Source: an optimization exercise on an open RTL-to-GDS flow (aim: small area). Production flows keep margins and buffers that such runs may drop.
In this exercise RTL edits were held to simulation tests only and were not proved equivalent to the original.
Power is estimated from default activity; no workload was simulated.

==> flow/design.v (excerpt) <==
module pfse_frdec4 (
    input  wire        clk,
    input  wire        rst,
    input  wire        in_valid,
    input  wire [31:0] in_data,
    input  wire        in_last,
    input  wire [1:0]  in_nbytes,
    output wire        out_valid,
    output wire [1:0]  out_demux,       
    output wire [11:0] out_status,      
    output wire [6:0]  out_rel_id,
    output wire        out_agg,
    output wire [31:0] out_entry_id,
    output wire [31:0] out_attr2,
    output wire [31:0] out_attr3,
    output wire [31:0] out_udp_ports,   
    output wire [31:0] out_udp_lencs,   
    output wire [15:0] out_pay_off,
    output wire [15:0] out_pay_len,
    output wire [47:0] out_dmac,
    output wire [47:0] out_smac,
    output wire [31:0] out_src_ip,
    output wire [31:0] out_dst_ip,
    output wire [3:0]  out_ihl,
    output wire [7:0]  out_proto,
    output wire [15:0] out_totlen
);
    function [19:0] rca;
        input [19:0] a;
        input [19:0] b;
        input        ci;
        integer      i;
        reg          c;
        begin
            c = ci;
            for (i = 0; i < 20; i = i + 1) begin
                rca[i] = a[i] ^ b[i] ^ c;
                c      = (a[i] & b[i]) | (a[i] & c) | (b[i] & c);
            end
        end
    endfunction
    function [39:0] csa;      
        input [19:0] a;
        input [19:0] b;
        input [19:0] c;
        begin
            csa = {(a & b) | (a & c) | (b & c), a ^ b ^ c};
        end
    endfunction
    function [17:0] acc;
        input [15:0] lo;
        input        u0;
        input        u1;
        input [15:0] wa;
        input [15:0] wb;
        reg   [39:0] cs;
        reg   [19:0] r;
        begin
            cs  = csa({4'd0, lo}, {4'd0, wa}, {4'd0, wb});
            r   = rca({4'd0, cs[15:0]}, {3'd0, cs[35:20], u0}, u1);
            acc = {r[17], r[16] | r[17], r[15:0]};
        end
    endfunction
    reg        fresh;      
  ...
Size: about 1700 cells after synthesis, about 400 flip-flops, about 440 I/O pins, ~20000 µm² of cells after synthesis.
clock: 24.0 ns
lec_check: 0
cap_margin: 20
core_margin: 2
core_utilization: 55
slew_margin: 20
standard.sh (not shown) runs the stock make flow with config.mk's settings and CLKGATE_MAP_FILE= SYNTH_SCRIPT=/design/flow/synth_recipe.tcl, a recipe that flattens the netlist after the stock synthesis.
==> flow/flow/run.sh <==
#!/bin/bash
# The standard ORFS layout (standard.sh, unchanged synthesis), with two
# layout choices of its own:
#  - the port buffers use the smallest buffer cell (buf_1);
#  - the clock tree uses clkbuf_4 in small sink clusters and inserts no dummy loads.
set -euo pipefail
bash standard.sh \
  "BUFFER_PORTS_ARGS=-buffer_cell sky130_fd_sc_hd__buf_1" \
  "CTS_ARGS=-sink_clustering_enable -repair_clock_nets -dont_use_dummy_load -buf_list sky130_fd_sc_hd__clkbuf_4 -sink_clustering_size 8 -sink_clustering_max_diameter 40" \
  finish > standard_flow.log 2>&1
Change:
--- a/flow/design.v
+++ b/flow/design.v
@@ -103,26 +103,25 @@
     wire       ipph = ph & rneg;                       
     wire [19:0] Tw = rca({4'd0, tot}, {14'h3FFF, ~ihl, 2'b11}, 1'b1);
     wire [15:0] T  = Tw[15:0];
     wire        tneg = Tw[16];                         
     wire t_ge8  = |T[15:3];
     wire t_ge9  = |T[15:4] | (T[3] & |T[2:0]);
     wire t_ge21 = |T[15:5] | (T[4] & (T[3] | (T[2] & (T[1] | T[0]))));
     wire valid_b = t_ge21 & b_ok;
     wire valid_a = t_ge9 & a_ok;
     wire m_a  = rk1 | rk2;                             
     wire m_b  = rk4 | rk5;                             
     wire x_nz = m_a | m_b | !p_udp;                    
-    wire kb6  = (kb == 5'd6);
-    wire x_13 = m_b | (!m_a & !kb6 & valid_b);         
+    wire x_13 = m_b | (!m_a & valid_b);                
     wire [19:0] Xw = rca({4'd0, T}, {4'd0, {12{x_nz}}, x_nz & !x_13, x_nz & !x_13, x_nz, x_nz}, 1'b0);
     wire [15:0] X  = Xw[15:0];
     wire cmp_h = (l3 == X[15:8]);
     wire cmp_l = (l0 == X[7:0]);
     wire x3   = (tot[1:0] == 2'd3);
     wire c_ge3 = |C[13:2] | (C[1] & C[0]);
     wire c_ge2 = |C[13:1];
     wire dpos = x3 ? c_ge2 : c_ge3;
     wire dz   = x3 ? (C == 14'd1) : (C == 14'd2);
     wire [1:0] el = tot[1:0] + 2'd1;                   
     wire [3:0] dg;
     assign dg[0] = dpos | dz;
@@ -152,26 +151,26 @@
     wire [7:0] a0 = m1[0] ? l0 : 8'd0;
     wire [7:0] a1 = m1[1] ? l1 : 8'd0;
     wire [7:0] a2 = m1[2] ? l2 : 8'd0;
     wire [7:0] a3 = m1[3] ? l3 : 8'd0;
     wire [15:0] w1a = {a0, a1};
     wire [15:0] w1b = {a2, a3};
     wire [7:0] b0 = m2[0] ? l0 : 8'd0;
     wire [7:0] b1 = m2[1] ? l1 : 8'd0;
     wire [7:0] b2 = m2[2] ? l2 : 8'd0;
     wire [7:0] b3 = m2[3] ? l3 : 8'd0;
     wire        use1 = p_rel & !valid_b;
     wire [15:0] a1m  = use1 ? {A1[7:0], A1[15:8]} : 16'd0;
-    wire [15:0] w2a = fin ? a1m : odd2 ? {b1, b2} : (in_valid & kb6) ? X : {b0, b1};
-    wire [15:0] w2b = odd2 ? {b3, b0} : {b2, b3};
+    wire [15:0] w2a = fin ? a1m : odd2 ? {b1, b2} : {b0, b1};
+    wire [15:0] w2b = fin ? X   : odd2 ? {b3, b0} : {b2, b3};
     wire [15:0] a1lo = hs ? {8'd0, ~R_n[95:88]} : A1;
     wire [17:0] A1nx = acc(a1lo, A1u0 & !hs, A1u1 & !hs, w1a, w1b);
     wire [17:0] A2nx = acc(A2, A2u0, A2u1, w2a, w2b);
     wire a1_ok = (&A1[15:2]) & (A1[1] == !A1u1) & (A1[0] == !(A1u0 ^ A1u1));
     wire [19:0] bc1 = rca({15'd0, kb}, 20'd0, in_valid & (kb != 5'd31));
     wire [19:0] Cm1 = rca({6'd0, C}, 20'hFFFFF, !(in_valid & (C != 14'd0)));
     always @(posedge clk) begin
         if (rst) begin
             fresh <= 1'b1;
             fin   <= 1'b0;
         end else begin
             fin <= lastb;
@@ -248,31 +247,28 @@
     wire [31:0] gn = ~gd;                               
     wire c_rel   = p_rel;
     wire c_udp   = p_udp;
     wire good  = g_reg;
     wire g_rel = good & p_rel;
     wire g_udp = good & p_udp;
     wire g_b   = g_rel & valid_b;
     wire g_a   = g_rel & !valid_b;
     wire sel_b = p_rel & valid_b;
     wire [15:0] R45 = ~R_n[71:56];
     wire lenok = p_rel | (R45 == X);
     wire [15:0] ck  = ~(sel_b ? bck_n : p_rel ? R_n[47:32] : R_n[55:40]);
-    wire [17:0] us   = A2nx;                                   
+    wire [17:0] us   = A2nx;
     wire [1:0]  hs2  = {us[17], us[16] ^ us[17]};             
     wire [1:0]  h1   = {use1 & A1u1, use1 & (A1u0 ^ A1u1)};    
-    wire        z0   = (&us[15:10]) & (us[9:8] == ~h1) & (&us[7:2]) & (us[1:0] == ~hs2);
-    wire        z12  = (us[15:4] == 12'd0) &
-                       (us[3:0] == ((hs2 == 2'd0) ? 4'd12 : (hs2 == 2'd1) ? 4'd11 : 4'd10));
-    wire        us_ok = (p_rel & valid_b) ? z12 : z0;
+    wire        us_ok = (&us[15:10]) & (us[9:8] == ~h1) & (&us[7:2]) & (us[1:0] == ~hs2);
     wire udpok = lenok & ((ck == 16'd0) | us_ok);
     wire [11:0] status = good ? {lenok, udpok, ipok, g_b & valid_a, 1'b1, g_b,
                                  !p_rel, p_rel, 4'd0} :
                          (c_rel | c_udp) ? 12'h083 : 12'h0B0;
     wire [19:0] plw = rca({4'd0, X}, 20'hFFFF8, 1'b0);    
     wire [19:0] pow = rca({16'd0, ihl}, {16'd0, g_b, !g_b, 1'b0, !g_b}, 1'b0);
     wire [4:0]  po  = pow[4:0];                        
     assign out_valid     = fin & ~rst;
     assign out_demux     = {!c_rel, !c_udp};
     assign out_status    = status;
     assign out_rel_id    = ~(R_n[103:97] | {7{!p_rel}});
     assign out_agg       = ~(R_n[96] | !p_rel);
Sequential power is lower slightly.
Synthesized area is lower slightly.
Cell area drops slightly.
Worst hold slack stays flat.
Synthesized cell count decreases by a few percent.
Worst setup slack improved by 0.61 ns.
Sequential share of layout area rises by 0.41 points.

## re-timing with driven ports
The results above use ideal ports. As a check the final layouts listed here were re-extracted and re-timed, cells and wires unchanged. Step 1 (the two cells are an assumption about what drives the block):
set clk [get_ports {clk}]
set_driving_cell -lib_cell sky130_fd_sc_hd__clkbuf_16 $clk
set_driving_cell -lib_cell sky130_fd_sc_hd__buf_2 [delete_from_list [all_inputs] $clk]
Step 2 adds t to the input delays and takes it off the output delays; t is the mean of the earliest and latest rising clock arrival at the registers after step 1. Input paths then give back, and output paths get back, about the clock's delay inside the block. a / b / c = ideal ports / drivers / drivers and shift; a / b = the first two.
run	shift t [ns]	slack for setup (ns)	hold WS [ns]
the first run	0.792	4.154 / 4.106 / 4.898	0.574 / 0.574 / 0.574
the second run	0.774	4.762 / 4.709 / 4.937	0.572 / 0.572 / 0.572
After both steps setup and hold are still met in every run listed.
